Background: an optimization exercise with open tools, aiming at small area, a short achievable clock period and few clock cycles per item. Do not read the settings as production practice. Function was checked by simulation only, so behaviour that the tests miss may differ from the original. Power is estimated from default activity; no workload was simulated.

==> design.v <==
module rsn_core (
    input  wire       clk,
    input  wire       rst,
    input  wire       req_valid,
    output wire       req_ready,
    input  wire [7:0] req_data,
    input  wire       req_last,
    output wire       resp_valid,
    input  wire       resp_ready,
    output wire [7:0] resp_data,
    output wire       resp_last
);
    localparam DQ_LG = 3;                   
    localparam DQ_N  = 1 << DQ_LG;
    localparam CQ_LG = 3;                   
    localparam CQ_N  = 1 << CQ_LG;
    localparam NCOL  = 128;
    localparam [7:0] COL_MARGIN = 8'd6;     
    localparam [7:0] OP_CRC_COMPUTE = 8'h01,
                     OP_CRC_VERIFY  = 8'h02,
                     OP_ENC_A       = 8'h03,
                     OP_ENC_B       = 8'h13,
                     OP_DEC_A       = 8'h04,
                     OP_DEC_B       = 8'h14,
                     OP_MEAS_FLOAT  = 8'h05,
                     OP_MEAS_FIXED  = 8'h15;
    function [7:0] crc8_byte;
        input [7:0] c_in;
        input [7:0] d;
        integer i;
        reg [7:0] c;
        begin
            c = c_in ^ d;
            for (i = 0; i < 8; i = i + 1)
                c = c[7] ? ((c << 1) ^ 8'h31) : (c << 1);
            crc8_byte = c;
        end
    endfunction
    function [31:0] add32;
        input [31:0] a;
        input [31:0] b;
        integer i, d;
        reg [31:0] g, p, gn, pn;
        begin
            g = a & b;
            p = a ^ b;
            for (d = 1; d < 32; d = d * 2) begin
                for (i = 0; i < 32; i = i + 1) begin
                    if (i >= d) begin
                        gn[i] = g[i] | (p[i] & g[i-d]);
                        pn[i] = p[i] & p[i-d];
                    end else begin
                        gn[i] = g[i];
                        pn[i] = p[i];
                    end
                end
                g = gn;
                p = pn;
            end
            add32 = a ^ b ^ {g[30:0], 1'b0};
        end
    endfunction
    reg        rdy_r;
    reg        in_v;
    reg  [7:0] in_d;
    reg        in_l;
    assign req_ready = rdy_r;
    always @(posedge clk) begin
        in_v <= !rst && req_valid && rdy_r;
        in_d <= req_data;
        in_l <= req_last;
    end
    reg  [1:0]  ph;
    reg  [31:0] col_q [0:NCOL-1];
    reg         st_we;
    reg  [6:0]  st_col;
    reg  [7:0]  st_d;
    integer ci;
    always @(posedge clk) begin
        for (ci = 0; ci < NCOL; ci = ci + 1)
            col_q[ci] <= {col_q[ci][23:0],
                          (st_we && st_col == ci) ? st_d : col_q[ci][31:24]};
    end
    reg  [31:0] cq_d   [0:CQ_N-1];      
    reg         cq_fc  [0:CQ_N-1];      
    reg         cq_fl  [0:CQ_N-1];      
    reg  [6:0]  e_next;                 
    reg  [6:0]  e_fb;                   
    reg  [CQ_LG-1:0] cq_wp, cq_rp;
    reg  [CQ_LG:0]   cq_cnt;
    reg         pq_v;                   
    reg  [31:0] pq_d;
    reg         pq_fl, pq_fc;
    reg  [1:0]  eng_k;                  
    reg         eng_fl;                 
    reg  [3:0]  fdone;                  
    reg  [2:0]  dq_kind [0:DQ_N-1];
    reg  [8:0]  dq_val  [0:DQ_N-1];
    reg  [DQ_LG-1:0] dq_wp, dq_rp;
    reg  [DQ_LG:0]   dq_cnt;
    reg  [2:0]  idx;           
    reg         o_crc, o_ver, o_enc, o_enca, o_dec, o_flt, o_fix, o_ill;
    reg         have_len;      
    reg  [7:0]  left;          
    reg         extra;         
    reg  [7:0]  lenf;          
    reg  [7:0]  crc;
    reg  [1:0]  gpos;
    reg         gbad;
    reg  [31:0] asm_q;         
    reg  [1:0]  aslot;         
    reg  [31:0] cs_s, cs_c;    
    reg  [15:0] tlo;
    reg  [1:0]  fseq;          
    reg         pend_enc;      
    reg         pe_c0;         
    reg         pushed;        
    reg         post;          
    reg         post_drop;     
    reg  [7:0]  wpos;          
    reg  [7:0]  fb_c;          
    reg  [7:0]  rc;            
    reg  [1:0]  rs;            
    reg  [3:0]  ftx;           
    reg         bnz;           
    reg  [6:0]  rc1;           
    reg  [1:0]  tph;           
    reg  [8:0]  rem;
    reg  [7:0]  rdp;           
    reg         ov, ol;
    reg  [7:0]  od;
    reg  [7:0]  used_r;
    reg         drained_r;
    assign resp_valid = ov;
    assign resp_data  = od;
    assign resp_last  = ol;
    wire first = (idx == 3'd0);
    wire [7:0] op = in_d;
    wire n_crc  = (op == OP_CRC_COMPUTE);
    wire n_ver  = (op == OP_CRC_VERIFY);
    wire n_enc  = (op == OP_ENC_A) || (op == OP_ENC_B);
    wire n_dec  = (op == OP_DEC_A) || (op == OP_DEC_B);
    wire n_flt  = (op == OP_MEAS_FLOAT);
    wire n_fix  = (op == OP_MEAS_FIXED);
    wire left_nz  = (left != 8'd0);
    wire len_byte = (idx == 3'd1 && (o_crc || o_ver || o_dec)) ||
                    (idx == 3'd3 && o_enc);                  
    wire in_range = in_v && !first && have_len && (left_nz || extra);
    wire       crc_take = in_range && (o_crc || o_ver || o_enc || (o_dec && gpos != 2'd2));
    wire [7:0] crc_in   = (o_dec && gpos == 2'd0) ? 8'hFF : crc;
    wire [7:0] crc_upd  = crc8_byte(crc_in, in_d);
    wire [7:0] crc_new  = crc_take ? crc_upd : crc;
    wire [31:0] tw   = {16'd0, asm_q[15:8], in_d};           
    wire [31:0] ta   = tw << 7;
    wire [31:0] tb   = tw << 5;
    wire [31:0] tc   = tw << 4;
    wire [31:0] td   = {16'd0, ~asm_q[15:8], ~in_d};
    wire [31:0] tk   = 32'hFFD2002E;
    wire [31:0] t1s  = ta ^ tb ^ tc;
    wire [31:0] t1c  = ((ta & tb) | (ta & tc) | (tb & tc)) << 1;
    wire [31:0] t2s  = t1s ^ t1c ^ td;
    wire [31:0] t2c  = ((t1s & t1c) | (t1s & td) | (t1c & td)) << 1;
    wire [31:0] t3s  = t2s ^ t2c ^ tk;
    wire [31:0] t3c  = ((t2s & t2c) | (t2s & tk) | (t2c & tk)) << 1;
    wire [31:0] hw   = {16'd0, lenf, asm_q[31:24]};          
    wire [31:0] ha   = hw << 6;
    wire [31:0] hb   = hw << 5;
    wire [31:0] hc   = hw << 2;
    wire [31:0] h1s  = ha ^ hb ^ hc;
    wire [31:0] h1c  = ((ha & hb) | (ha & hc) | (hb & hc)) << 1;
    wire        sum_h   = (fseq == 2'd1);
    wire [31:0] sum_v   = add32(sum_h ? h1s : cs_s, sum_h ? h1c : cs_c);
    wire       last_b   = in_v && in_l;
    wire       len_ok   = len_byte ? (in_d == 8'd0 && !o_ver) :
                          !have_len ? 1'b0 :
                          o_dec     ? (gpos == 2'd2 && left == 8'd1) :
                                      ((left == 8'd1 && !extra) || (!left_nz && extra));
    wire [7:0] lenf_c   = len_byte ? in_d : lenf;
    wire       grp_ok   = !(gbad || (o_dec && gpos == 2'd2 && in_d != crc));
    wire       enc_crc  = o_enca && (lenf_c != 8'd0);
    reg  [2:0] d_kind;
    reg  [8:0] d_val;
    reg        f_body;      
    always @(*) begin
        d_kind = 3'd0;
        d_val  = 9'd0;
        f_body = 1'b0;
        if (first) begin
            d_kind = (n_crc || n_ver || n_enc || n_dec || n_flt || n_fix) ? 3'd2 : 3'd1;
        end else if (o_ill) begin
            d_kind = 3'd1;
        end else if (!len_ok) begin
            d_kind = 3'd2;
        end else if (o_crc) begin
            d_val  = {1'b0, crc_new};
        end else if (o_ver) begin
            d_val  = {8'd0, crc == in_d};
        end else if (o_enc) begin
            d_kind = 3'd7;
            d_val  = {1'b0, lenf_c} + (enc_crc ? 9'd5 : 9'd4);
            f_body = 1'b1;
        end else if (o_dec) begin
            if (!grp_ok) begin
                d_kind = 3'd3;
            end else begin
                d_kind = 3'd4;
                d_val  = {lenf_c, 1'b0};
                f_body = (lenf_c != 8'd0);
            end
        end else if (o_flt) begin
            d_kind = 3'd5;
            f_body = 1'b1;
        end else begin
            d_kind = 3'd6;
            f_body = 1'b1;
        end
    end
    wire f_keep = last_b && f_body;      
    wire [8:0]  enc_m   = {1'b0, lenf} + ((o_enca && lenf != 8'd0) ? 9'd3 : 9'd2);
    wire [31:0] enc_c0  = {7'd0, enc_m, asm_q[15:0]};
    reg  [31:0] asm_w;
    always @(*) begin
        asm_w = asm_q;
        case (aslot)
            2'd0: asm_w[31:24] = in_d;
            2'd1: asm_w[23:16] = in_d;
            2'd2: asm_w[15:8]  = in_d;
            default: asm_w[7:0] = in_d;
        endcase
    end
    reg  [31:0] asm_c;
    always @(*) begin
        asm_c = asm_q;
        case (aslot)
            2'd0: asm_c[31:24] = crc;
            2'd1: asm_c[23:16] = crc;
            2'd2: asm_c[15:8]  = crc;
            default: asm_c[7:0] = crc;
        endcase
    end
    reg        p_do;
    reg [31:0] p_dat;
    reg        p_fl;
    reg        p_fc;
    always @(*) begin
        p_do  = 1'b0;
        p_dat = asm_w;
        p_fl  = 1'b0;
        p_fc  = !pushed;
        if (fseq == 2'd1) begin
            p_do  = 1'b1;
            p_dat = {tlo, sum_v[31:16]};
            p_fc  = 1'b0;
        end else if (fseq == 2'd2) begin
            p_do  = 1'b1;
            p_dat = {tlo, 16'd0};
            p_fl  = 1'b1;
            p_fc  = 1'b0;
        end else if (pend_enc) begin
            p_do  = 1'b1;
            p_fc  = pe_c0;
            p_dat = pe_c0 ? enc_c0 : (o_enca ? asm_c : asm_q);
            p_fl  = 1'b1;
        end else if (in_range) begin
            if (o_flt) begin
                p_do  = (aslot == 2'd3);
                p_fl  = in_l && len_ok;
            end else if (o_enc) begin
                if (idx == 3'd4) begin
                    p_do  = 1'b1;
                    p_dat = enc_c0;
                end else if (aslot == 2'd3) begin
                    p_do  = 1'b1;
                    p_fl  = in_l && len_ok && !o_enca;
                end
            end else if (o_dec) begin
                if (gpos == 2'd2 && (aslot == 2'd2 || in_l)) begin
                    p_do  = 1'b1;
                    p_dat = asm_q;
                    p_fl  = in_l && len_ok && grp_ok;
                end
            end else if (o_fix) begin
                if (idx == 3'd6) begin
                    p_do  = 1'b1;
                    p_dat = asm_q;
                end
            end
        end
    end
    wire        cq_ne   = (cq_cnt != 0);
    wire [1:0]  ph_n    = ph + 2'd1;
    wire        cq_pop  = cq_ne && (eng_k == 2'd3);
    wire [31:0] cq_h    = cq_d[cq_rp];
    wire [6:0]  e_col   = cq_fc[cq_rp] ? e_fb : e_next;
    reg  [7:0]  cq_hb;
    always @(*) begin
        case (ph_n)
            2'd0: cq_hb = cq_h[31:24];
            2'd1: cq_hb = cq_h[23:16];
            2'd2: cq_hb = cq_h[15:8];
            default: cq_hb = cq_h[7:0];
        endcase
    end
    wire        dq_ne   = (dq_cnt != 0);
    wire [2:0]  h_kind  = dq_kind[dq_rp];
    wire [8:0]  h_val   = dq_val[dq_rp];
    wire        h_hb1   = (h_kind != 3'd7);
    reg  [7:0]  h_b0, h_b1;
    reg  [8:0]  h_blen;
    always @(*) begin
        h_b0   = 8'h00;
        h_b1   = 8'h00;
        h_blen = 9'd0;
        case (h_kind)
            3'd0: h_b1 = h_val[7:0];
            3'd1: begin h_b0 = 8'hFF; h_b1 = 8'h01; end
            3'd2: begin h_b0 = 8'hFF; h_b1 = 8'h02; end
            3'd3: h_b0 = 8'h81;
            3'd4: begin h_b1 = h_val[8:1]; h_blen = h_val; end
            3'd5: h_blen = 9'd12;
            3'd6: begin h_b1 = 8'h01; h_blen = 9'd10; end
            default: h_blen = h_val;
        endcase
    end
    wire [7:0]  rd_byte = rdp;
    wire [6:0]  pf_col  = (body_rdy && rs == 2'd3) ? rc1 : rc[6:0];
    wire        tx_fin  = tx_emit && tph == 2'd2 && rem == 9'd1;    
    wire [3:0]  fdone_n = fdone + {3'd0, eng_fl};
    wire [3:0]  ftx_n   = ftx + {3'd0, tx_fin};
    wire        body_rdy = bnz && (rs == ph);
    wire        o_load  = !ov || resp_ready;
    wire        tx_emit = o_load && dq_ne && (tph != 2'd2 || body_rdy);
    wire        tx_pop  = tx_emit && ((tph == 2'd1 && h_blen == 9'd0) ||
                                      (tph == 2'd2 && rem == 9'd1));
    wire        dq_push  = last_b;
    wire [DQ_LG:0] dq_cnt_n = dq_cnt + {{DQ_LG{1'b0}}, dq_push} - {{DQ_LG{1'b0}}, tx_pop};
    wire [CQ_LG:0] cq_cnt_n = cq_cnt + {{CQ_LG{1'b0}}, pq_v} - {{CQ_LG{1'b0}}, cq_pop};
    wire        space_ok = (used_r <= 8'd128 - COL_MARGIN) || drained_r;
    wire        acc_last = req_valid && rdy_r && req_last;
    wire [DQ_LG+1:0] dq_need = {1'b0, dq_cnt} + {{DQ_LG+1{1'b0}}, last_b} +
                               {{DQ_LG+1{1'b0}}, acc_last};
    wire        dq_ok    = dq_need <= (DQ_N - 1);
    wire [CQ_LG+1:0] cq_need = {1'b0, cq_cnt} + {{CQ_LG+1{1'b0}}, pq_v};
    wire        cq_ok    = cq_need <= (CQ_N - 4);
    always @(posedge clk) begin
        rdp    <= col_q[pf_col][23:16];
        pq_d   <= p_dat;
        pq_fl  <= p_fl;
        pq_fc  <= p_fc;
        st_col <= e_col;
        st_d   <= cq_hb;
    end
    always @(posedge clk) begin
        if (rst) begin
            rdy_r    <= 1'b0;
            ph       <= 2'd0;
            st_we    <= 1'b0;
            idx      <= 3'd0;
            wpos     <= 8'd0;
            fb_c     <= 8'd0;
            fseq     <= 2'd0;
            pend_enc <= 1'b0;
            post     <= 1'b0;
            cq_wp    <= {CQ_LG{1'b0}};
            cq_rp    <= {CQ_LG{1'b0}};
            cq_cnt   <= {CQ_LG+1{1'b0}};
            pq_v     <= 1'b0;
            eng_k    <= 2'd0;
            e_next   <= 7'd0;
            e_fb     <= 7'd0;
            eng_fl   <= 1'b0;
            fdone    <= 4'd0;
            dq_wp    <= {DQ_LG{1'b0}};
            dq_rp    <= {DQ_LG{1'b0}};
            dq_cnt   <= {DQ_LG+1{1'b0}};
            rc       <= 8'd0;
            rs       <= 2'd0;
            ftx      <= 4'd0;
            bnz      <= 1'b0;
            rc1      <= 7'd1;
            tph      <= 2'd0;
            ov       <= 1'b0;
            used_r   <= 8'd0;
            drained_r <= 1'b1;
        end else begin
            rdy_r     <= space_ok && dq_ok && cq_ok;
            used_r    <= wpos - rc;
            drained_r <= (fb_c == rc);
            ph        <= ph_n;
            pq_v  <= p_do;
            if (pq_v) begin
                cq_d[cq_wp]   <= pq_d;
                cq_fc[cq_wp]  <= pq_fc;
                cq_fl[cq_wp]  <= pq_fl;
                cq_wp <= cq_wp + 1'b1;
            end
            if (p_do) begin
                wpos  <= wpos + 8'd1;
                if (p_fl)
                    fb_c <= wpos + 8'd1;
            end
            st_we  <= cq_ne;
            if (cq_ne)
                eng_k <= eng_k + 2'd1;
            if (cq_pop) begin
                cq_rp  <= cq_rp + 1'b1;
                e_next <= e_col + 7'd1;
                if (cq_fl[cq_rp])
                    e_fb <= e_col + 7'd1;
            end
            eng_fl <= cq_pop && cq_fl[cq_rp];
            fdone <= fdone_n;
            bnz   <= (fdone_n != ftx_n);
            cq_cnt <= cq_cnt_n;
            fseq     <= (fseq == 2'd1) ? 2'd2 : 2'd0;
            pend_enc <= 1'b0;
            if (fseq == 2'd1)
                tlo <= sum_v[15:0];
            if (in_v) begin
                if (idx != 3'd7)
                    idx <= idx + 3'd1;
                if (first) begin
                    o_crc    <= n_crc;
                    o_ver    <= n_ver;
                    o_enc    <= n_enc;
                    o_enca   <= (op == OP_ENC_A);
                    o_dec    <= n_dec;
                    o_flt    <= n_flt;
                    o_fix    <= n_fix;
                    o_ill    <= !(n_crc || n_ver || n_enc || n_dec || n_flt || n_fix);
                    have_len <= n_flt || n_fix;
                    left     <= n_flt ? 8'd12 : 8'd6;
                    extra    <= 1'b0;
                    crc      <= 8'hFF;
                    gpos     <= 2'd0;
                    gbad     <= 1'b0;
                    aslot    <= 2'd0;
                    pushed   <= 1'b0;
                end else begin
                    crc <= crc_new;
                    if (len_byte) begin
                        lenf     <= in_d;
                        have_len <= 1'b1;
                        left     <= in_d;
                        extra    <= o_ver;
                    end
                    if (in_range) begin
                        if (!o_dec || gpos == 2'd2) begin
                            if (left_nz)
                                left <= left - 8'd1;
                            else
                                extra <= 1'b0;
                        end
                    end
                    if (o_enc && idx == 3'd1) asm_q[15:8] <= in_d;
                    if (o_enc && idx == 3'd2) asm_q[7:0]  <= in_d;
                    if (in_range && (o_flt || o_enc)) begin
                        asm_q <= asm_w;
                        aslot <= aslot + 2'd1;
                    end
                    if (in_range && o_dec) begin
                        case (gpos)
                            2'd0: begin
                                if (aslot[1]) asm_q[15:8]  <= in_d;
                                else          asm_q[31:24] <= in_d;
                                gpos <= 2'd1;
                            end
                            2'd1: begin
                                if (aslot[1]) asm_q[7:0]   <= in_d;
                                else          asm_q[23:16] <= in_d;
                                gpos <= 2'd2;
                            end
                            default: begin
                                if (in_d != crc) gbad <= 1'b1;
                                gpos  <= 2'd0;
                                aslot <= aslot + 2'd2;
                            end
                        endcase
                    end
                    if (o_fix) begin
                        case (idx)
                            3'd1: asm_q[31:24] <= in_d;
                            3'd2: asm_q[23:16] <= in_d;
                            3'd3: asm_q[15:8]  <= in_d;
                            3'd4: begin cs_s <= t3s; cs_c <= t3c; end
                            3'd5: begin
                                asm_q[15:0] <= sum_v[31:16];
                                tlo         <= sum_v[15:0];
                                lenf        <= in_d;
                            end
                            3'd6: asm_q[31:24] <= in_d;
                            default: ;
                        endcase
                    end
                end
                if (p_do && !(fseq != 2'd0 || pend_enc))
                    pushed <= 1'b1;
                if (in_l) begin
                    idx      <= 3'd0;
                    if (o_fix && f_body)
                        fseq <= 2'd1;
                    if (o_enc && f_body) begin
                        pend_enc <= len_byte || o_enca || aslot != 2'd3;
                        pe_c0    <= len_byte;
                    end
                end
            end
            post      <= last_b;
            post_drop <= last_b && !f_body;
            if (post && post_drop && pushed)
                wpos <= fb_c;
            if (dq_push) begin
                dq_kind[dq_wp] <= d_kind;
                dq_val[dq_wp]  <= d_val;
                dq_wp <= dq_wp + 1'b1;
            end
            if (tx_pop)
                dq_rp <= dq_rp + 1'b1;
            dq_cnt <= dq_cnt_n;
            if (o_load) begin
                ov <= tx_emit;
                if (tx_emit) begin
                    case (tph)
                        2'd0: begin
                            od  <= h_b0;
                            ol  <= 1'b0;
                            rem <= h_blen;
                            tph <= h_hb1 ? 2'd1 : 2'd2;
                        end
                        2'd1: begin
                            od  <= h_b1;
                            ol  <= (h_blen == 9'd0);
                            tph <= (h_blen == 9'd0) ? 2'd0 : 2'd2;
                        end
                        default: begin
                            od  <= rd_byte;
                            ol  <= (rem == 9'd1);
                            rem <= rem - 9'd1;
                            rs  <= rs + 2'd1;
                            if (rs == 2'd3 || rem == 9'd1) begin
                                rc  <= rc + 8'd1;
                                rc1 <= rc1 + 7'd1;
                            end
                            if (rem == 9'd1) begin
                                tph <= 2'd0;
                                rs  <= 2'd0;
                                ftx <= ftx_n;
                            end
                        end
                    endcase
                end
            end
        end
    end
endmodule
==> flow/run.sh <==
#!/bin/bash
# Layout flow: the standard ORFS layout (standard synthesis unchanged), with
# ORFS's timing repair (repair_timing after placement, CTS and global routing)
# asked to keep 8 ns of setup slack at the design's 12 ns clock, so that it
# sizes the critical paths for a ~4 ns cycle. The clock period, the SDC and
# every other step are the standard flow's.
set -euo pipefail
export SETUP_SLACK_MARGIN=8
bash standard.sh synth > synth.log 2>&1
bash standard.sh finish > layout.log 2>&1
test -s out/final.def
==> standard.sh <==
#!/bin/bash
# synth_recipe.tcl (not shown) runs the flow's synth.tcl, then flattens the netlist and writes it again
# the make line also repeats each setting of config.mk as NAME=value (left out here)
make -C /OpenROAD-flow-scripts/flow DESIGN_CONFIG=/design/flow/config.mk WORK_HOME=/design/flow/orfs CLKGATE_MAP_FILE= SYNTH_SCRIPT=/design/flow/synth_recipe.tcl "${@:-finish}"
==> config.mk <==
export PLATFORM = sky130hd
export DESIGN_NAME = rsn_core
export DESIGN_NICKNAME = rsn_core
export VERILOG_FILES = /design/flow/design.v
export SDC_FILE = /design/flow/constraint.sdc
export NUM_CORES = 4
export LEC_CHECK = 0
export CAP_MARGIN = 20
export CORE_MARGIN = 2
export CORE_UTILIZATION = 60
export CTS_CLUSTER_DIAMETER = 60
export CTS_CLUSTER_SIZE = 24
export PLACE_DENSITY = 0.7
export SLEW_MARGIN = 20
==> constraint.sdc <==
create_clock -name core_clock -period 12.0 [get_ports {clk}]
set_input_delay 2.4000 -clock core_clock [delete_from_list [all_inputs] [get_ports {clk}]]
set_output_delay 2.4000 -clock core_clock [all_outputs]
set_load 0.01 [all_outputs]
==> metrics.md, run 1 <==
| Metric | Value |
|---|---|
| Status | finished clean |
| CTS tree | yes |
| Worst-path cell chain | buf_4 > and4bb_2 > nand2_1 > mux2i_2 > buf_4 > a22o_1 > a221oi_1 > nand3_2 > nor4_4 > nand3_1 > o31a_1 |
| Distinct cell type count after synthesis | 98 |
| Root Buffer | clkbuf_16 |
| DR vias/cell | between 6 and 7 |
| Slew HR | 11.10% |
| Final instance area | 0.1521 sq mm |
| Period minus WS final | 4244 ps |
| Top cell by count, worst path | buf_4 |
| Final Skew | 97.53 ps |
| DP HPWL | 358300 um |
| H-tree depth | 4 |
| Clk buf depth | 3 |
| Clock Sinks | around 4800 |
| Number of fillers in the final layout | between 15000 and 20000 |
| Reg2Reg Capture Point | rdp[2] |
| Hold path start | col_q[31][12] |
| Crit Path Max Fanout | 27 |
| CTS Buf Count | 237 |
| Clock slew at reported path FFs | roughly 100 ps |
| Die height | just under 500 um |
| Initial DRC count | 11736 |
| Final period util | a little over a third |
| FF-to-FF Start | rc1[0] |
| Layout overhead on the synthesized area | 10.18% |
| Largest net degree at the start of global routing | between 80 and 90 |
| Vias in the first global route | 76640 |
| Area post-placement | 0.1434 sq mm |
| Final setup viols | 0 |
| Port Buffers | 23 |
| Pre-antenna DRT Iters | 8 |
| R2R depth | 11 |
| Post-DRT Antenna Nets | 0 |
| Clk latency of the worst-skew pair | just under 1000 ps |
| Hold Path End | col_q[31][20] |
| Share of cells above drive strength 1 | around 22% |
| Number of flops mapped to enable cells by yosys | 520 |
| Buffer and inverter count on the worst path | 2 |
| Worst reg2reg setup slack | 7760 ps |
| Max-slew violations | 0 |
| Peak supply drop | 160.7 uV |
| Synthesized area per cell | 14.59 sq um |
| Setup_tns | 0 ps |
| Hold Vio Cnt, Final | 0 |
| Synth warnings | 2 |
| WL/cell | 39.68 um |
| Overall Power | 26.02 mW |
| Ys async rst share | 0% |
| Cell family with most CP delay | simple AND/OR/NAND/NOR gates |
| Post-Layout Cell Count | 12839 |
| Worst-Margin Slew | between 1000 and 1500 ps |
| Grt ovf | 0 |
| HP Class | reg2reg |
| FP Rows | ~180 |
| RSZ-0062 raised after global routing | yes |
| Final wirelength | 509500 um |
| Die area | 0.2339 sq mm |
| Post-route DRC | 0 |
| Chip width | 483.7 um |
| Post-synthesis sequential area ratio | about three quarters |
| Core area | 0.2295 sq mm |
| Pwr dens | ~170 mW/mm^2 |
| Vias | between 80000 and 90000 |
| Initial Util | 60.16% |
| Gate Count Post-Synth | 9465 |
| Initial antenna violation count | 67 |
| First-pass GRT wire length | 675800 um |
| Total track usage | 42.86% |
| Hold-fix buffers at CTS | 0 |
| CP startpoint kind | flip-flop |
| CP endpoint kind | flip-flop |
| Placed Cells | 12421 |
| Max-cap violation count | 0 |
| Syn Nets | 9645 |
| IO Pins | 24 |
| Max Fclk | 0.2356 GHz |
| CP arrival | 5100 ps |
| CP Class | reg2reg |
| Routability cong. | ~1.1 |
| Slowest stage delay, CP | roughly 600 ps |
| Ys flop type | dfxtp_1 |
| Critical path's slowest cell | a221oi_1 |
| Nets@finish | 9881 |
| Synth Cell Area | 0.1381 sq mm |
| CP Data Required Time | 12860 ps |
| Number of register bits inferred by synthesis | 4792 |
| Static leakage | about 60 nW |
| WHS Path Cells | 0 |
worst max path at each step:
stage | cells past startpoint | startpoint | to
6_report | 11 | rc1[0] | rdp[2]
5_1_grt | 9 | idx[0] | dq_kind[6][2]
4_1_cts | 12 | rs[1] | rdp[2]
3_5_place_dp | 11 | rs[0] | rdp[2]
3_3_place_gp | 11 | rs[0] | rdp[2]
2_1_floorplan | 13 | resp_ready | dq_cnt[2]
cells in the mapped netlist (12+ instances only):
| cell type | instances | area (sq um) |
|---|---|---|
| mux4_2 | 92 | 2072 |
| inv_1 | 141 | 529.3 |
| nor4_1 | 35 | 219.0 |
| a22o_1 | 107 | 937.2 |
| o21ai_0 | 133 | 665.6 |
| and3_1 | 29 | 181.4 |
| o21ai_1 | 16 | 80.08 |
| nor2_1 | 318 | 1194 |
| a222oi_1 | 28 | 280.3 |
| or2_2 | 12 | 75.07 |
| buf_1 | 25 | 93.84 |
| nor4bb_1 | 12 | 120.1 |
| mux2i_1 | 245 | 2452 |
| xor2_1 | 52 | 455.4 |
| nand2_1 | 456 | 1712 |
| a22oi_1 | 277 | 2079 |
| nand3_1 | 163 | 815.8 |
| nor3_1 | 50 | 250.2 |
| nand4_1 | 115 | 719.4 |
| edfxtp_1 | 520 | 15610 |
| nor2b_1 | 43 | 269.0 |
| clkbuf_1 | 303 | 1137 |
| nor3b_1 | 22 | 165.2 |
| a221oi_1 | 115 | 1007 |
| a21o_1 | 21 | 157.7 |
| o22ai_1 | 14 | 87.58 |
| a21oi_1 | 127 | 635.6 |
| o31ai_1 | 13 | 97.59 |
| a211oi_1 | 34 | 255.2 |
| buf_2 | 41 | 205.2 |
| fa_1 | 40 | 800.8 |
| mux2_2 | 1114 | 12540 |
| dfxtp_1 | 4272 | 85520 |
| nand2b_1 | 25 | 156.4 |
| and2_1 | 23 | 143.9 |
| a31oi_1 | 17 | 106.4 |
| xnor2_1 | 93 | 814.5 |
| ha_1 | 127 | 1589 |
| and3b_1 | 14 | 122.6 |
through the flow:
stage	setup WS, ps	hold WS [ps]	util, %
4_1_cts	7916	272.9	65.98
3_5_place_dp	6460	312.1	62.51
2_1_floorplan	7411	309.6	-
5_1_grt	7945	289.6	66.27
3_3_place_gp	6495	309.6	62.43
6_report	7756	272.2	66.29
kinds of logic after synthesis:
kind of cell | share of synthesized area, %
adders and majority gates | 1.738
buffers and inverters | 1.564
DFF | 73.26
muxes | 12.45
xor gates and xnor gates | 0.9199
AOI/OAI and AO/OA | 5.177
and+or+nand+nor | 4.892
per-layer routing:
metal  vias up  track usage (%)  part of all wire, %
li1      33666                -                    -
met1     41035            57.47                   39
met2      5081            58.85                   40
met3      1280            15.11                   12
met4        32            27.70                  8.0
met5         -           0.1633                0.050
timing repair:
item,4_1_cts,5_1_grt
endpoints found under the setup margin,167,127
pin swaps,16,13
gates resized for setup,145,80
gates cloned,4,3
buffers inserted,31,22
placed cells by master, fill, tap and decap left out, drive strengths merged, types with 12 or more instances in the layout:
| cell | count |
|---|---|
| nand2b | 25 |
| nor4bb | 12 |
| nor2b | 43 |
| nand2 | 457 |
| and3b | 14 |
| nor2 | 318 |
| nand3 | 163 |
| diode | 24 |
| a211oi | 34 |
| nand4 | 117 |
| inv | 163 |
| a222oi | 28 |
| a31oi | 18 |
| buf | 359 |
| ha | 127 |
| a22oi | 277 |
| and4 | 12 |
| mux4 | 92 |
| mux2 | 1116 |
| a21oi | 127 |
| edfxtp | 520 |
| mux2i | 251 |
| clkbuf | 273 |
| or2 | 12 |
| nor3 | 50 |
| o22ai | 15 |
| fa | 40 |
| and2 | 24 |
| nor3b | 23 |
| clkinv | 33 |
| nor4 | 36 |
| and3 | 29 |
| a221oi | 116 |
| o31ai | 13 |
| xnor2 | 93 |
| a21o | 21 |
| xor2 | 52 |
| dfxtp | 4272 |
| a22o | 107 |
| o21ai | 150 |
registers in the layout, summed over array words and instances, names as in the netlist, 9 cells and up, named ones only:
signal	flops
pq_d	32
rem	9
asm_q	32
col_q	4096
cs_c	21
cs_s	23
dq_kind	24
cq_d	256
tlo	16
dq_val	72
power breakdown:
part	switching [mW]	total, mW	leakage [nW]	internal, mW
registers	0.218	16.5	39.2	16.3
clock network	5.15	8.97	3.45	3.82
logic	0.394	0.553	16.8	0.158
cell type report:
type | instances | area, sq um | area share, %
Clock inverter | 60 | 977.2 | 0.6425
Multi-Input combinational cell | 4146 | 36260 | 23.84
Antenna cell | 24 | 60.06 | 0.03949
Sequential cell | 4792 | 101200 | 66.53
Clock buffer | 267 | 6146 | 4.041
Inverter | 145 | 563.0 | 0.3702
Tap cell | 3026 | 3786 | 2.489
Timing Repair Buffer | 379 | 3113 | 2.047
Testbench counts, summed over its fixed seeds: cycles 17,322, items 1,800.
==> run 2, diff against run 1 <==
--- a/design.v
+++ b/design.v
@@ -73,6 +73,6 @@
     reg  [1:0]  ph;
     reg  [31:0] col_q [0:NCOL-1];
-    reg         st_we;
-    reg  [6:0]  st_col;
+    reg  [15:0] st_hi;         
+    reg  [7:0]  st_lo;         
     reg  [7:0]  st_d;
     integer ci;
@@ -80,5 +80,5 @@
         for (ci = 0; ci < NCOL; ci = ci + 1)
             col_q[ci] <= {col_q[ci][23:0],
-                          (st_we && st_col == ci) ? st_d : col_q[ci][31:24]};
+                          (st_hi[ci / 8] && st_lo[ci % 8]) ? st_d : col_q[ci][31:24]};
     end
     reg  [31:0] cq_d   [0:CQ_N-1];      
@@ -125,4 +125,6 @@
     reg         bnz;           
     reg  [6:0]  rc1;           
+    reg  [6:0]  rc2;           
+    reg  [6:0]  pf_col;        
     reg  [1:0]  tph;           
     reg  [8:0]  rem;
@@ -163,5 +165,5 @@
     wire [31:0] t3s  = t2s ^ t2c ^ tk;
     wire [31:0] t3c  = ((t2s & t2c) | (t2s & tk) | (t2c & tk)) << 1;
-    wire [31:0] hw   = {16'd0, lenf, asm_q[31:24]};          
+    wire [31:0] hw   = {16'd0, lenf, in_d};                  
     wire [31:0] ha   = hw << 6;
     wire [31:0] hb   = hw << 5;
@@ -169,6 +171,5 @@
     wire [31:0] h1s  = ha ^ hb ^ hc;
     wire [31:0] h1c  = ((ha & hb) | (ha & hc) | (hb & hc)) << 1;
-    wire        sum_h   = (fseq == 2'd1);
-    wire [31:0] sum_v   = add32(sum_h ? h1s : cs_s, sum_h ? h1c : cs_c);
+    wire [31:0] sum_v   = add32(cs_s, cs_c);
     wire       last_b   = in_v && in_l;
     wire       len_ok   = len_byte ? (in_d == 8'd0 && !o_ver) :
@@ -324,5 +325,4 @@
     end
     wire [7:0]  rd_byte = rdp;
-    wire [6:0]  pf_col  = (body_rdy && rs == 2'd3) ? rc1 : rc[6:0];
     wire        tx_fin  = tx_emit && tph == 2'd2 && rem == 9'd1;    
     wire [3:0]  fdone_n = fdone + {3'd0, eng_fl};
@@ -331,4 +331,10 @@
     wire        o_load  = !ov || resp_ready;
     wire        tx_emit = o_load && dq_ne && (tph != 2'd2 || body_rdy);
+    wire        tx_body  = o_load && tx_emit && (tph == 2'd2);
+    wire        tx_colinc = tx_body && (rs == 2'd3 || rem == 9'd1);
+    wire [1:0]  rs_n     = tx_body ? ((rem == 9'd1) ? 2'd0 : rs + 2'd1) : rs;
+    wire [6:0]  rcl_n    = tx_colinc ? rc1 : rc[6:0];
+    wire [6:0]  rc1_n    = tx_colinc ? rc2 : rc1;
+    wire        pf_sel_n = (fdone_n != ftx_n) && (rs_n == 2'd3) && (ph_n == 2'd3);
     wire        tx_pop  = tx_emit && ((tph == 2'd1 && h_blen == 9'd0) ||
                                       (tph == 2'd2 && rem == 9'd1));
@@ -348,5 +354,6 @@
         pq_fl  <= p_fl;
         pq_fc  <= p_fc;
-        st_col <= e_col;
+        st_hi  <= cq_ne ? (16'd1 << e_col[6:3]) : 16'd0;
+        st_lo  <= 8'd1 << e_col[2:0];
         st_d   <= cq_hb;
     end
@@ -355,5 +362,4 @@
             rdy_r    <= 1'b0;
             ph       <= 2'd0;
-            st_we    <= 1'b0;
             idx      <= 3'd0;
             wpos     <= 8'd0;
@@ -379,4 +385,6 @@
             bnz      <= 1'b0;
             rc1      <= 7'd1;
+            rc2      <= 7'd2;
+            pf_col   <= 7'd0;
             tph      <= 2'd0;
             ov       <= 1'b0;
@@ -400,5 +408,4 @@
                     fb_c <= wpos + 8'd1;
             end
-            st_we  <= cq_ne;
             if (cq_ne)
                 eng_k <= eng_k + 2'd1;
@@ -417,4 +424,5 @@
             if (fseq == 2'd1)
                 tlo <= sum_v[15:0];
+            pf_col <= pf_sel_n ? rc1_n : rcl_n;
             if (in_v) begin
                 if (idx != 3'd7)
@@ -489,5 +497,5 @@
                                 lenf        <= in_d;
                             end
-                            3'd6: asm_q[31:24] <= in_d;
+                            3'd6: begin cs_s <= h1s; cs_c <= h1c; end
                             default: ;
                         endcase
@@ -540,5 +548,6 @@
                             if (rs == 2'd3 || rem == 9'd1) begin
                                 rc  <= rc + 8'd1;
-                                rc1 <= rc1 + 7'd1;
+                                rc1 <= rc2;
+                                rc2 <= rc2 + 7'd1;
                             end
                             if (rem == 9'd1) begin
--- a/config.mk
+++ b/config.mk
@@ -8,7 +8,7 @@
 export CAP_MARGIN = 20
 export CORE_MARGIN = 2
-export CORE_UTILIZATION = 60
+export CORE_UTILIZATION = 65
 export CTS_CLUSTER_DIAMETER = 60
 export CTS_CLUSTER_SIZE = 24
-export PLACE_DENSITY = 0.7
+export PLACE_DENSITY = 0.75
 export SLEW_MARGIN = 20
==> metrics.md, run 2 <==
| Metric | Value |
|---|---|
| CP endpoint kind | flip-flop |
| Vias in the first global route | 74959 (-2.2%) |
| Setup_tns | 0 ps (unchanged) |
| Final setup viols | 0 (unchanged) |
| Post-DRT Antenna Nets | 0 (unchanged) |
| Core area | 0.2098 sq mm (-8.6%) |
| Ys async rst share | 0% (unchanged) |
| Clk latency of the worst-skew pair | 950 ps (-40 ps) |
| FP Rows | 168 (-4.5%) |
| Die height | 463.5 um (-4.2%) |
| Pre-antenna DRT Iters | 9 (+1) |
| Peak supply drop | 177.8 uV (+11%) |
| Finished Core Util | 70.64% (+4.4 points) |
| Pwr dens | 174.5 mW/mm^2 (+2.0%) |
| Distinct cell type count after synthesis | 98 (unchanged) |
| Clock slew at reported path FFs | 90 ps (about the same) |
| HP Class | reg2reg |
| CP Class | in2reg |
| CTS Buf Count | 235 (-0.84%) |
| Post-route DRC | 0 (unchanged) |
| Ys flop type | dfxtp_1 |
| Max-cap violation count | 0 (unchanged) |
| Hold-fix buffers at CTS | 0 (unchanged) |
| Hold Vio Cnt, Final | 0 (unchanged) |
| Layout overhead on the synthesized area | 7.997% |
| Number of flops mapped to enable cells by yosys | 521 (+0.19%) |
| Clk buf depth | 3 (unchanged) |
| Metal-1 WL | 155300 um (-22%) |
| Max Fclk | 0.2372 GHz (+0.69%) |
| Top sig layer | met5 |
| RSZ-0062 raised after global routing | yes |
| Top cells by count, synth | 4302 x dfxtp_1, 1079 x mux2_2, 521 x edfxtp_1 |
| Period minus WS final | 4215 ps (-28.90 ps) |
| Initial antenna violation count | 25 (-63%) |
| Clock Sinks | 4823 (+0.65%) |
| Initial Util | 65.41% (+5.2 points) |
| Yosys top cell by area | dfxtp_1 |
| Share of cells above drive strength 1 | 19.03% (-3.3 points) |
| First-pass GRT wire length | 548500 um (-19%) |
| Worst reg2reg setup slack | 7810 ps (+50 ps) |
| Area post-placement | 0.1408 sq mm (-1.9%) |
| Final wirelength | 390300 um (-23%) |
| Worst setup margin | 7785 ps (+28.90 ps) |
| Synth area leaders | dfxtp_1 63%, edfxtp_1 11%, mux2_2 8.9% |
| Reg2Reg Capture Point | rdp[2] |
| Max reg flops | 4096 (unchanged) |
| Share of the synthesized area in the top cell type | 62.76% (+0.81 points) |
| Final period util | 35.13% (-0.24 points) |
| Static leakage | 57.06 nW (-4.2%) |
| Vias | 75896 (-6.4%) |
| Synthesized area per cell | 14.57 sq um (-0.11%) |
| Nets@finish | 9609 (-2.8%) |
| Gate Count Post-Synth | 9418 (-0.50%) |
| FF-to-FF Start | pf_col[0] |
| Pre-CTS WS | 6323 ps (-136.2 ps) |
| Die area | 0.2148 sq mm (-8.2%) |
| Synth Cell Area | 0.1372 sq mm (-0.60%) |
| Most common cell in the netlist | dfxtp_1 |
| Met2 WL | 171100 um (-17%) |
| Max-slew violations | 0 (unchanged) |
| Crit Path Max Fanout | 7 (-74%) |
| DP HPWL | 252800 um (-29%) |
| CP Data Required Time | 12750 ps (-110 ps) |
| Grt ovf | 0 (unchanged) |
| Total track usage | 35.76% (-7.1 points) |
| Chip width | 463.5 um (-4.2%) |
| Initial DRC count | 9229 (-21%) |
| IO Pins | 24 (unchanged) |
| Synth warnings | 2 (unchanged) |
| H-tree depth | 4 (unchanged) |
| Routability cong. | 1.026 (-9.3%) |
| DR vias/cell | 6.167 (-2.4%) |
| R2R depth | 8 (-3) |
| Post-synthesis sequential area ratio | 74.16% (+0.90 points) |
| Number of register bits inferred by synthesis | 4823 (+0.65%) |
| Status | finished clean |
| CP arrival | 4970 ps (-130 ps) |
| WL/cell | 31.71 um (-20%) |
| Final instance area | 0.1482 sq mm (-2.6%) |
| Most common cell after layout, fill and taps aside | dfxtp_1 |
| Most frequent cells in the layout | 4285 x dfxtp_1, 1079 x mux2_2, 521 x edfxtp_1 |
| CTS tree | yes |
| Syn Nets | 9609 (-0.37%) |
| Routed wl met3 | 37730 um (-40%) |
| Largest net degree at the start of global routing | 77 (-4.9%) |
| Final Skew | 72.24 ps (-25.30 ps) |
| Crit path capture | pf_col[1] |
| Root Buffer | clkbuf_16 |
| Largest register by flop count | col_q |
| Critical Path Start | resp_ready |
| CP startpoint kind | input pin |
| Biggest regs | col_q: 4096 flops, cq_d: 256 flops, dq_val: 72 flops |
| Worst-Margin Slew | 1320 ps (-8.221 ps) |
| Slew HR | 11.82% (+0.72 points) |
| Port Buffers | 23 (unchanged) |
## run 2: cell families after synthesis
family,count (synthesis),share of synthesized area [%]
AO/OA/AOI/OAI,1144,5.940
multiplexers,1272,11.10
adder cells (fa/ha/maj),179,1.849
AND/OR/NAND/NOR,1265,4.296
flip-flops,4823,74.16
XOR/XNOR,152,0.9802
buffers and inverters,583,1.666
## run 2: critical path, cell delays in order
cell and delay (ps):
buf_8 70, nor2b_4 30, a21o_1 180, or3_4 390
nor3_4 160, ha_4 200, nand3_4 100, xor2_2 170
xnor2_1 150, nand4_1 140, o211ai_1 270, xnor2_2 200
a222oi_1 420, nor2_1 60
## run 2: repair_timing
item | CTS | global route
resized for setup | 52 | 46
setup buffers | 16 | 8
setup endpoints to repair | 117 | 129
pin swaps | 10 | 15
## run 2: report_power, final
group / switching (mW) / internal [mW] / total [mW]
registers: 0.201 / 16.4 / 16.6
clock network: 5.03 / 3.69 / 8.72
logic: 0.369 / 0.163 / 0.532
total: 5.60 / 20.3 / 25.9
## run 2: per-stage QoR
step                instances  total power, mW  hold slack, ps
detailed placement      11960            17.48           312.1
global route            12298            26.49           312.9
CTS                     12285            25.85           306.8
finish                  12307            25.86           290.7
global placement        11952            17.47           309.5
floorplan                9418            17.18           309.6
## run 2: final cells by class
class / count / area [sq um]
Clock buffer: 254 / 6056
Timing Repair Buffer: 207 / 1690
Fill cell: 13876 / 61590
Multi-Input combinational cell: 4012 / 33830
Sequential cell: 4823 / 101800
Tap cell: 2805 / 3510
Clock inverter: 55 / 739.5
Inverter: 139 / 521.8
Antenna cell: 12 / 30.03
## run 2: how the worst min path moves through the flow
stage | startpoint | endpoint | slack (ps) | depth (start not counted)
after global routing | col_q[105][14] | col_q[105][22] | 310 | 0
final | col_q[106][2] | col_q[106][10] | 290 | 0
after CTS | col_q[106][2] | col_q[106][10] | 310 | 0
after floorplan | col_q[0][2] | col_q[0][10] | 310 | 0
after global placement | col_q[104][11] | col_q[104][19] | 310 | 0
after detailed placement | col_q[123][12] | col_q[123][20] | 310 | 0
## run 2: layer usage
layer  global-route usage (%)  vias to the layer above
li1                         -                    32925
met1                    48.03                    38170
met2                    53.89                     3802
met3                    8.068                      985
met4                    20.24                       14
met5                        0                        -
Testbench counts of run 2, summed over its fixed seeds: cycles 17,322, items 1,800.
==> run 3, diff against run 2 <==
--- a/design.v
+++ b/design.v
@@ -15,5 +15,5 @@
     localparam CQ_LG = 3;                   
     localparam CQ_N  = 1 << CQ_LG;
-    localparam NCOL  = 128;
+    localparam NRING = 64;
     localparam [7:0] COL_MARGIN = 8'd6;     
     localparam [7:0] OP_CRC_COMPUTE = 8'h01,
@@ -71,14 +71,15 @@
         in_l <= req_last;
     end
-    reg  [1:0]  ph;
-    reg  [31:0] col_q [0:NCOL-1];
-    reg  [15:0] st_hi;         
+    reg  [2:0]  ph8;
+    wire [1:0]  ph = ph8[1:0];
+    reg  [63:0] col_q [0:NRING-1];
+    reg  [7:0]  st_hi;         
     reg  [7:0]  st_lo;         
     reg  [7:0]  st_d;
     integer ci;
     always @(posedge clk) begin
-        for (ci = 0; ci < NCOL; ci = ci + 1)
-            col_q[ci] <= {col_q[ci][23:0],
-                          (st_hi[ci / 8] && st_lo[ci % 8]) ? st_d : col_q[ci][31:24]};
+        for (ci = 0; ci < NRING; ci = ci + 1)
+            col_q[ci] <= {col_q[ci][55:0],
+                          (st_hi[ci / 8] && st_lo[ci % 8]) ? st_d : col_q[ci][63:56]};
     end
     reg  [31:0] cq_d   [0:CQ_N-1];      
@@ -290,6 +291,8 @@
     end
     wire        cq_ne   = (cq_cnt != 0);
-    wire [1:0]  ph_n    = ph + 2'd1;
-    wire        cq_pop  = cq_ne && (eng_k == 2'd3);
+    wire [2:0]  ph8_n   = ph8 + 3'd1;
+    wire [1:0]  ph_n    = ph8_n[1:0];
+    wire        eng_go  = cq_ne && (ph8_n[2] == e_col[0]);
+    wire        cq_pop  = eng_go && (eng_k == 2'd3);
     wire [31:0] cq_h    = cq_d[cq_rp];
     wire [6:0]  e_col   = cq_fc[cq_rp] ? e_fb : e_next;
@@ -347,13 +350,16 @@
                                {{DQ_LG+1{1'b0}}, acc_last};
     wire        dq_ok    = dq_need <= (DQ_N - 1);
-    wire [CQ_LG+1:0] cq_need = {1'b0, cq_cnt} + {{CQ_LG+1{1'b0}}, pq_v};
-    wire        cq_ok    = cq_need <= (CQ_N - 4);
+    wire [CQ_LG+1:0] cq_need = {1'b0, cq_cnt} + {{CQ_LG+1{1'b0}}, pq_v} -
+                               {{CQ_LG+1{1'b0}}, cq_pop};
+    wire        fix_run  = (o_fix && !first) || (fseq != 2'd0);
+    wire        cq_ok    = cq_need <= (fix_run ? CQ_N - 4 : CQ_N - 3);
     always @(posedge clk) begin
-        rdp    <= col_q[pf_col][23:16];
+        rdp    <= (ph8_n[2] == pf_col[0]) ? col_q[pf_col[6:1]][55:48]
+                                              : col_q[pf_col[6:1]][23:16];
         pq_d   <= p_dat;
         pq_fl  <= p_fl;
         pq_fc  <= p_fc;
-        st_hi  <= cq_ne ? (16'd1 << e_col[6:3]) : 16'd0;
-        st_lo  <= 8'd1 << e_col[2:0];
+        st_hi  <= eng_go ? (8'd1 << e_col[6:4]) : 8'd0;
+        st_lo  <= 8'd1 << e_col[3:1];
         st_d   <= cq_hb;
     end
@@ -361,5 +367,5 @@
         if (rst) begin
             rdy_r    <= 1'b0;
-            ph       <= 2'd0;
+            ph8      <= 3'd0;
             idx      <= 3'd0;
             wpos     <= 8'd0;
@@ -395,5 +401,5 @@
             used_r    <= wpos - rc;
             drained_r <= (fb_c == rc);
-            ph        <= ph_n;
+            ph8       <= ph8_n;
             pq_v  <= p_do;
             if (pq_v) begin
@@ -408,5 +414,5 @@
                     fb_c <= wpos + 8'd1;
             end
-            if (cq_ne)
+            if (eng_go)
                 eng_k <= eng_k + 2'd1;
             if (cq_pop) begin
==> metrics.md, run 3 <==
| Metric | Value |
|---|---|
| Setup_tns | 0 ps (unchanged) |
| Post-route DRC | 0 (unchanged) |
| Initial DRC count | 8873 (-3.9%) |
| Clock slew at reported path FFs | 100 ps (about the same) |
| CP arrival | 5050 ps (+80 ps) |
| Root Buffer | clkbuf_16 |
| Distinct cell type count after synthesis | 88 (-10%) |
| Final instance area | 0.1406 sq mm (-5.1%) |
| Yosys top cell by area | dfxtp_1 |
| Most frequent cells in the layout | 4281 x dfxtp_1, 557 x mux2_2, 521 x edfxtp_1 |
| Syn Nets | 8777 (-8.7%) |
| HP Class | reg2reg |
| Share of the synthesized area in the top cell type | 66.49% (+3.7 points) |
| Most common cell after layout, fill and taps aside | dfxtp_1 |
| Number of flops mapped to enable cells by yosys | 521 (unchanged) |
| Largest net degree at the start of global routing | 69 (-10%) |
| Post-synthesis sequential area ratio | 78.59% (+4.4 points) |
| Vias | 68373 (-9.9%) |
| Final period util | 35.68% (+0.55 points) |
| Share of cells above drive strength 1 | 14.93% (-4.1 points) |
| Hold Vio Cnt, Final | 0 (unchanged) |
| Clock Sinks | 4816 (-0.15%) |
| Ys async rst share | 0% (unchanged) |
| Ys flop type | dfxtp_1 |
| Synth warnings | 2 (unchanged) |
| Max reg flops | 4096 (unchanged) |
| Status | finished clean |
| Grt ovf | 0 (unchanged) |
| CP endpoint kind | flip-flop |
| Worst-Margin Slew | 1238 ps (-81.80 ps) |
| DR vias/cell | 5.962 (-3.3%) |
| CTS Buf Count | 232 (-1.3%) |
| Peak supply drop | 165.3 uV (-7.0%) |
| Total track usage | 33.57% (-2.2 points) |
| Synth Cell Area | 0.1293 sq mm (-5.8%) |
| Gate Count Post-Synth | 8590 (-8.8%) |
| Max Fclk | 0.2336 GHz (-1.5%) |
| Max-cap violation count | 0 (unchanged) |
| CP Data Required Time | 12760 ps (about the same) |
| Top cells by count, synth | 4295 x dfxtp_1, 557 x mux2_2, 523 x nand2_1 |
| Hold Slack | 307.8 ps (+17.09 ps) |
| Slew HR | 17.29% (+5.5 points) |
| Synth area leaders | dfxtp_1 66%, edfxtp_1 12%, mux2_2 4.9% |
| Vias in the first global route | 64956 (-13%) |
| Chip width | 450.0 um (-2.9%) |
| FP Rows | 163 (-3.0%) |
| CP startpoint kind | flip-flop |
| CP Class | reg2reg |
| Die area | 0.2025 sq mm (-5.7%) |
| DP HPWL | 228500 um (-9.6%) |
| Pre-antenna DRT Iters | 9 (unchanged) |
| Core area | 0.1974 sq mm (-5.9%) |
| IO Pins | 24 (unchanged) |
| Final setup viols | 0 (unchanged) |
| Period minus WS final | 4281 ps (+66.11 ps) |
| Post-Layout Cell Count | 11468 (-6.8%) |
| First-pass GRT wire length | 479400 um (-13%) |
| Die height | 450.0 um (-2.9%) |
| RSZ-0062 raised after global routing | yes |
| WL/cell | 30.09 um (-5.1%) |
| Routability cong. | 0.9467 (-7.8%) |
| Placed Cells | 11128 (-7.0%) |
| CTS tree | yes |
| Biggest regs | col_q: 4096 flops, cq_d: 256 flops, dq_val: 72 flops |
| Initial antenna violation count | 35 (+40%) |
| Number of register bits inferred by synthesis | 4816 (-0.15%) |
| Crit Path Max Fanout | 16 (+9) |
| Static leakage | 54.76 nW (-4.0%) |
| Nets@finish | 8940 (-7.0%) |
| Final wirelength | 345000 um (-12%) |
| Final Skew | 52.31 ps (-19.93 ps) |
| Largest register by flop count | col_q |
| Most common cell in the netlist | dfxtp_1 |
| H-tree depth | 4 (unchanged) |
| Area post-placement | 0.1334 sq mm (-5.2%) |
| Port Buffers | 23 (unchanged) |
| Clk buf depth | 3 (unchanged) |
| Clk latency of the worst-skew pair | 890 ps (-60 ps) |
| Max-slew violations | 0 (unchanged) |
| Pwr dens | 181.5 mW/mm^2 (+4.0%) |
| Layout overhead on the synthesized area | 8.753% |
| Initial Util | 65.50% (+0.090 points) |
| Synthesized area per cell | 15.05 sq um (+3.3%) |
| Post-DRT Antenna Nets | 0 (unchanged) |
-- run 3: cell types whose count changed after synthesis, moves of 37 or more --
cell,before,now
a221oi_1,52,11
mux2_2,1079,557
buf_2,63,26
nand2_1,452,523
a32oi_1,82,4
clkbuf_1,353,246
a22oi_1,252,494
o22ai_1,98,16
a22o_1,65,15
nand3_1,106,65
a21oi_1,190,129
-- run 3: report_power, final --
| part | switching (mW) | leakage (nW) | total, mW | internal, mW |
|---|---|---|---|---|
| registers | 0.102 | 39.3 | 16.5 | 16.4 |
| clock network | 4.91 | 3.26 | 8.62 | 3.71 |
| logic | 0.302 | 12.2 | 0.449 | 0.146 |
| total | 5.31 | 54.8 | 25.5 | 20.2 |
-- run 3: what timing repair did --
item                                    4_1_cts  5_1_grt
setup buffers                                11       17
resized for setup                            43       30
cloned                                        1        2
hold endpoints to repair                      0        0
endpoints found under the setup margin      103       87
pin swaps                                     9        9
hold buffers                                  0        0
-- run 3: path summary, 6_finish.rpt --
| check | slack, ps | startpoint | to | cells past startpoint |
|---|---|---|---|---|
| max reg2reg | 7720 | pf_col[2] | rdp[3] | 9 |
| min reg2reg | 310 | col_q[49][28] | col_q[49][36] | 0 |
| max | 7720 | pf_col[2] | rdp[3] | 9 |
| min | 310 | col_q[49][28] | col_q[49][36] | 0 |
-- run 3: kinds of logic (layout without fill, tap and decap cells) --
family                   Yosys count  after routing  share of synthesized area [%]
flip-flops                      4816           4816                          78.59
AND/OR/NAND/NOR                 1268           1268                          4.477
AO/OA/AOI/OAI                    985            985                          5.350
multiplexers                     766            766                          7.375
buffers and inverters            436            661                          1.309
adder cells (fa/ha/maj)          175            175                          1.924
XOR/XNOR                         144            144                         0.9753
other                              0             13                              0
-- run 3: critical path: stages, from the launching register on --
cell,delay (ps)
dfxtp_1,750
nand4bb_1,370
nor2_2,270
buf_4,350
a222oi_1,810
nand3_1,130
or3_1,390
nor4_1,610
nand4_1,230
o2bb2ai_1,220
-- run 3: area by class of cell --
cell class / count / area [sq um]
antenna: 13 / 32.53
clock buffer: 249 / 5936
clock inverter: 47 / 775.7
fill: 12652 / 56790
inverter: 145 / 553.0
multi-input combinational: 3338 / 26580
sequential: 4816 / 101700
tap: 2640 / 3303
timing repair buffer: 220 / 1802
-- run 3: stage by stage --
stage / setup WS (ps) / power [mW] / utilization [%]
2_1_floorplan: 7354 / 17.05 / -
3_3_place_gp: 6361 / 17.25 / 67.57
3_5_place_dp: 6241 / 17.26 / 67.57
4_1_cts: 7757 / 25.52 / 71.06
5_1_grt: 7764 / 26.16 / 71.22
6_report: 7719 / 25.52 / 71.24
-- run 3: metal layers --
layer	global-route usage, %	wire length [um]	vias up
li1	-	-	29882
met1	49.45	144400	34152
met4	12.67	14720	12
met3	8.369	39820	686
met5	0	78	-
met2	48.21	146000	3641
Testbench counts of run 3, summed over its fixed seeds: cycles 17,330, items 1,800.
==> run 4, diff against run 3 <==
--- a/config.mk
+++ b/config.mk
@@ -8,7 +8,7 @@
 export CAP_MARGIN = 20
 export CORE_MARGIN = 2
-export CORE_UTILIZATION = 65
+export CORE_UTILIZATION = 70
 export CTS_CLUSTER_DIAMETER = 60
 export CTS_CLUSTER_SIZE = 24
-export PLACE_DENSITY = 0.75
+export PLACE_DENSITY = 0.8
 export SLEW_MARGIN = 20
==> metrics.md, run 4 <==
| Metric | Value |
|---|---|
| Final wirelength | 353800 um (+2.5%) |
| Pre-CTS WS | 6177 ps (-63.90 ps) |
| R2R depth | 8 (-1) |
| Top cells by count, synth | 4295 x dfxtp_1, 557 x mux2_2, 523 x nand2_1 |
| Peak supply drop | 165.4 uV (about the same) |
| Pwr dens | 182.4 mW/mm^2 (+0.54%) |
| Area post-placement | 0.1332 sq mm (-0.17%) |
| Ys async rst share | 0% (unchanged) |
| CP Class | reg2reg |
| Synthesized area per cell | 15.05 sq um (unchanged) |
| Hold Vio Cnt, Final | 0 (unchanged) |
| Die area | 0.1882 sq mm (-7.1%) |
| First-pass GRT wire length | 490900 um (+2.4%) |
| WL/cell | 31.33 um (+4.1%) |
| Final setup viols | 0 (unchanged) |
| Syn Nets | 8777 (unchanged) |
| CP arrival | 4910 ps (-140 ps) |
| Die height | 433.8 um (-3.6%) |
| Number of register bits inferred by synthesis | 4816 (unchanged) |
| H-tree depth | 4 (unchanged) |
| Total track usage | 37.38% (+3.8 points) |
| Most common cell in the netlist | dfxtp_1 |
| Status | finished clean |
| CTS tree | yes |
| Most frequent cells in the layout | 4281 x dfxtp_1, 556 x mux2_2, 521 x edfxtp_1 |
| Max-slew violations | 0 (unchanged) |
| Setup_tns | 0 ps (unchanged) |
| FP Rows | 157 (-3.7%) |
| CTS Buf Count | 234 (+0.86%) |
| Post-DRT Antenna Nets | 0 (unchanged) |
| Core area | 0.1833 sq mm (-7.2%) |
| Crit Path Max Fanout | 16 (unchanged) |
| Post-route DRC | 0 (unchanged) |
| Vias | 69444 (+1.6%) |
| Biggest regs | col_q: 4096 flops, cq_d: 256 flops, dq_val: 72 flops |
| Synth area leaders | dfxtp_1 66%, edfxtp_1 12%, mux2_2 4.9% |
| Grt ovf | 0 (unchanged) |
| Layout overhead on the synthesized area | 8.646% (about the same) |
| HP Class | reg2reg |
| Final period util | 33.86% (-1.8 points) |
| Distinct cell type count after synthesis | 88 (unchanged) |
| Clock slew at reported path FFs | 90 ps (about the same) |
| Placed Cells | 10944 (-1.7%) |
| Clk buf depth | 3 (unchanged) |
| Ys flop type | dfxtp_1 |
| Most common cell after layout, fill and taps aside | dfxtp_1 |
| Worst setup margin | 7937 ps (+218.8 ps) |
| Gate Count Post-Synth | 8590 (unchanged) |
| FF-to-FF Start | pf_col[5] |
| Critical Path Start | pf_col[5] |
| Final Skew | 76.03 ps (+23.72 ps) |
| CP startpoint kind | flip-flop |
| CP endpoint kind | flip-flop |
| Initial DRC count | 9288 (+4.7%) |
| Initial antenna violation count | 29 (-17%) |
| IO Pins | 24 (unchanged) |
| DR vias/cell | 6.150 (+3.2%) |
| Post-synthesis sequential area ratio | 78.59% (unchanged) |
| WHS Path Cells | 0 (unchanged) |
| Overall Power | 25.63 mW (+0.45%) |
| RSZ-0062 raised after global routing | yes |
| Slew HR | 12.95% (-4.3 points) |
| Routability cong. | 0.9571 (+1.1%) |
| Number of fillers in the final layout | 10169 (-20%) |
| Hold Slack | 288.2 ps (-19.62 ps) |
| Synth Cell Area | 0.1293 sq mm (unchanged) |
| Finished Core Util | 76.66% (+5.4 points) |
| Yosys top cell by area | dfxtp_1 |
| Root Buffer | clkbuf_16 |
| Nets@finish | 8940 (unchanged) |
| Vias in the first global route | 67009 (+3.2%) |
| Share of the synthesized area in the top cell type | 66.49% (unchanged) |
| Final instance area | 0.1405 sq mm (about the same) |
| Period minus WS final | 4063 ps (-218.8 ps) |
| Number of flops mapped to enable cells by yosys | 521 (unchanged) |
| Largest register by flop count | col_q |
| CP Data Required Time | 12840 ps (+80 ps) |
| Clk latency of the worst-skew pair | 940 ps (+50 ps) |
| Port Buffers | 23 (unchanged) |
| Chip width | 433.8 um (-3.6%) |
| DP HPWL | 231800 um (+1.4%) |
| Largest net degree at the start of global routing | 65 (-5.8%) |
| Initial Util | 70.56% (+5.1 points) |
| Static leakage | 54.79 nW (about the same) |
| Share of cells above drive strength 1 | 15.06% (+0.14 points) |
| Pre-antenna DRT Iters | 6 (-3) |
| Synth warnings | 2 (unchanged) |
| Hold path start | col_q[32][1] |
| Clock Sinks | 4816 (unchanged) |
| Max reg flops | 4096 (unchanged) |
| Worst-Margin Slew | 1303 ps (+64.85 ps) |
| Post-Layout Cell Count | 11291 (-1.5%) |
| Max-cap violation count | 0 (unchanged) |
| Max Fclk | 0.2461 GHz (+5.4%) |
[run 4: cell counts after synthesis]
Identical to the previous run, type by type.
[run 4: final timing paths]
check                               endpoint  slack, ps
worst max register to register        rdp[5]       7940
worst min register to register  col_q[32][9]        290
worst max-delay path                  rdp[5]       7940
worst min-delay path            col_q[32][9]        290
[run 4: power breakdown]
| group | internal [mW] | switching [mW] |
|---|---|---|
| Sequential | 16.4 | 0.0971 |
| Clock | 3.79 | 4.93 |
| Combinational | 0.147 | 0.318 |
| Total | 20.3 | 5.34 |
[run 4: critical path: stages (launching register included)]
cell,delay [ps]
dfxtp_1,350
nand2_1,810
nor2_2,270
buf_4,350
a222oi_1,560
nand3_1,500
nor4_1,600
a31oi_1,180
a221o_1,290
[run 4: logic make-up (layout without fill, tap and decap cells)]
family / count (synthesis) / count (layout) / synth area share [%]
mux: 766 / 766 / 7.375
flops: 4816 / 4816 / 78.59
other cells: 0 / 5 / 0
simple gates: 1268 / 1268 / 4.477
compound gates: 985 / 985 / 5.350
xor+xnor: 144 / 144 / 0.9753
fa+ha+maj: 175 / 175 / 1.924
buf+inv: 436 / 668 / 1.309
[run 4: timing repair]
action	CTS	global route
pin swaps	11	14
cloned	3	0
setup endpoints to repair	98	83
hold endpoints to repair	0	0
hold buffers	0	0
gates resized for setup	59	29
buffers inserted	16	17
[run 4: metal layers]
| layer | vias up | track usage (%) | wire (um) |
|---|---|---|---|
| li1 | 29860 | - | - |
| met1 | 34526 | 52.79 | 141100 |
| met2 | 4129 | 53.70 | 149500 |
| met3 | 907 | 10.57 | 43180 |
| met4 | 22 | 17.68 | 19840 |
| met5 | - | 0 | 161 |
[run 4: cell type report]
| type | instances | area, sq um | share of cell area [%] |
|---|---|---|---|
| Inverter | 145 | 551.8 | 0.3927 |
| Timing Repair Buffer | 218 | 1774 | 1.263 |
| Multi-Input combinational cell | 3338 | 26640 | 18.96 |
| Clock inverter | 51 | 711.9 | 0.5067 |
| Antenna cell | 5 | 12.51 | 0.008906 |
| Sequential cell | 4816 | 101700 | 72.36 |
| Clock buffer | 254 | 6058 | 4.312 |
| Tap cell | 2464 | 3083 | 2.194 |

[port drivers added, routing unchanged]
No port has a modelled driver above. Below, the same layouts with a new extraction and two added sets of constraints.
Step 1 sets driving cells, clkbuf_16 on the clock port and buf_2 on the other inputs (assumed; they add their load-dependent delay and slew).
Step 2, shift: input delay + t, output delay - t, t = (earliest + latest rising clock arrival at the registers) / 2. This alone moves slack from input paths to output paths.
Three values: no drivers, after step 1, after step 2; two values: the first two.
| run | t, ns | slack for setup (ns) | worst setup path at the end | latest minus earliest clock arrival (ns) | cell pins on the clock port's net |
|---|---|---|---|---|---|
| run 1 | 1.030 | 7.756 / 7.756 / 7.138 | input to register | 0.099 / 0.100 | 1 |
| run 2 | 1.016 | 7.785 / 7.810 / 6.822 | input to register | 0.076 / 0.076 | 1 |
| run 3 | 0.964 | 7.719 / 7.719 / 6.970 | input to register | 0.077 / 0.077 | 1 |
| run 4 | 1.012 | 7.937 / 7.918 / 6.982 | input to register | 0.093 / 0.093 | 1 |
After both steps setup and hold are still met in every run listed. For run 2, which loses most, drivers alone change the setup slack by +0.025 ns; drivers and shift together by -0.963 ns.
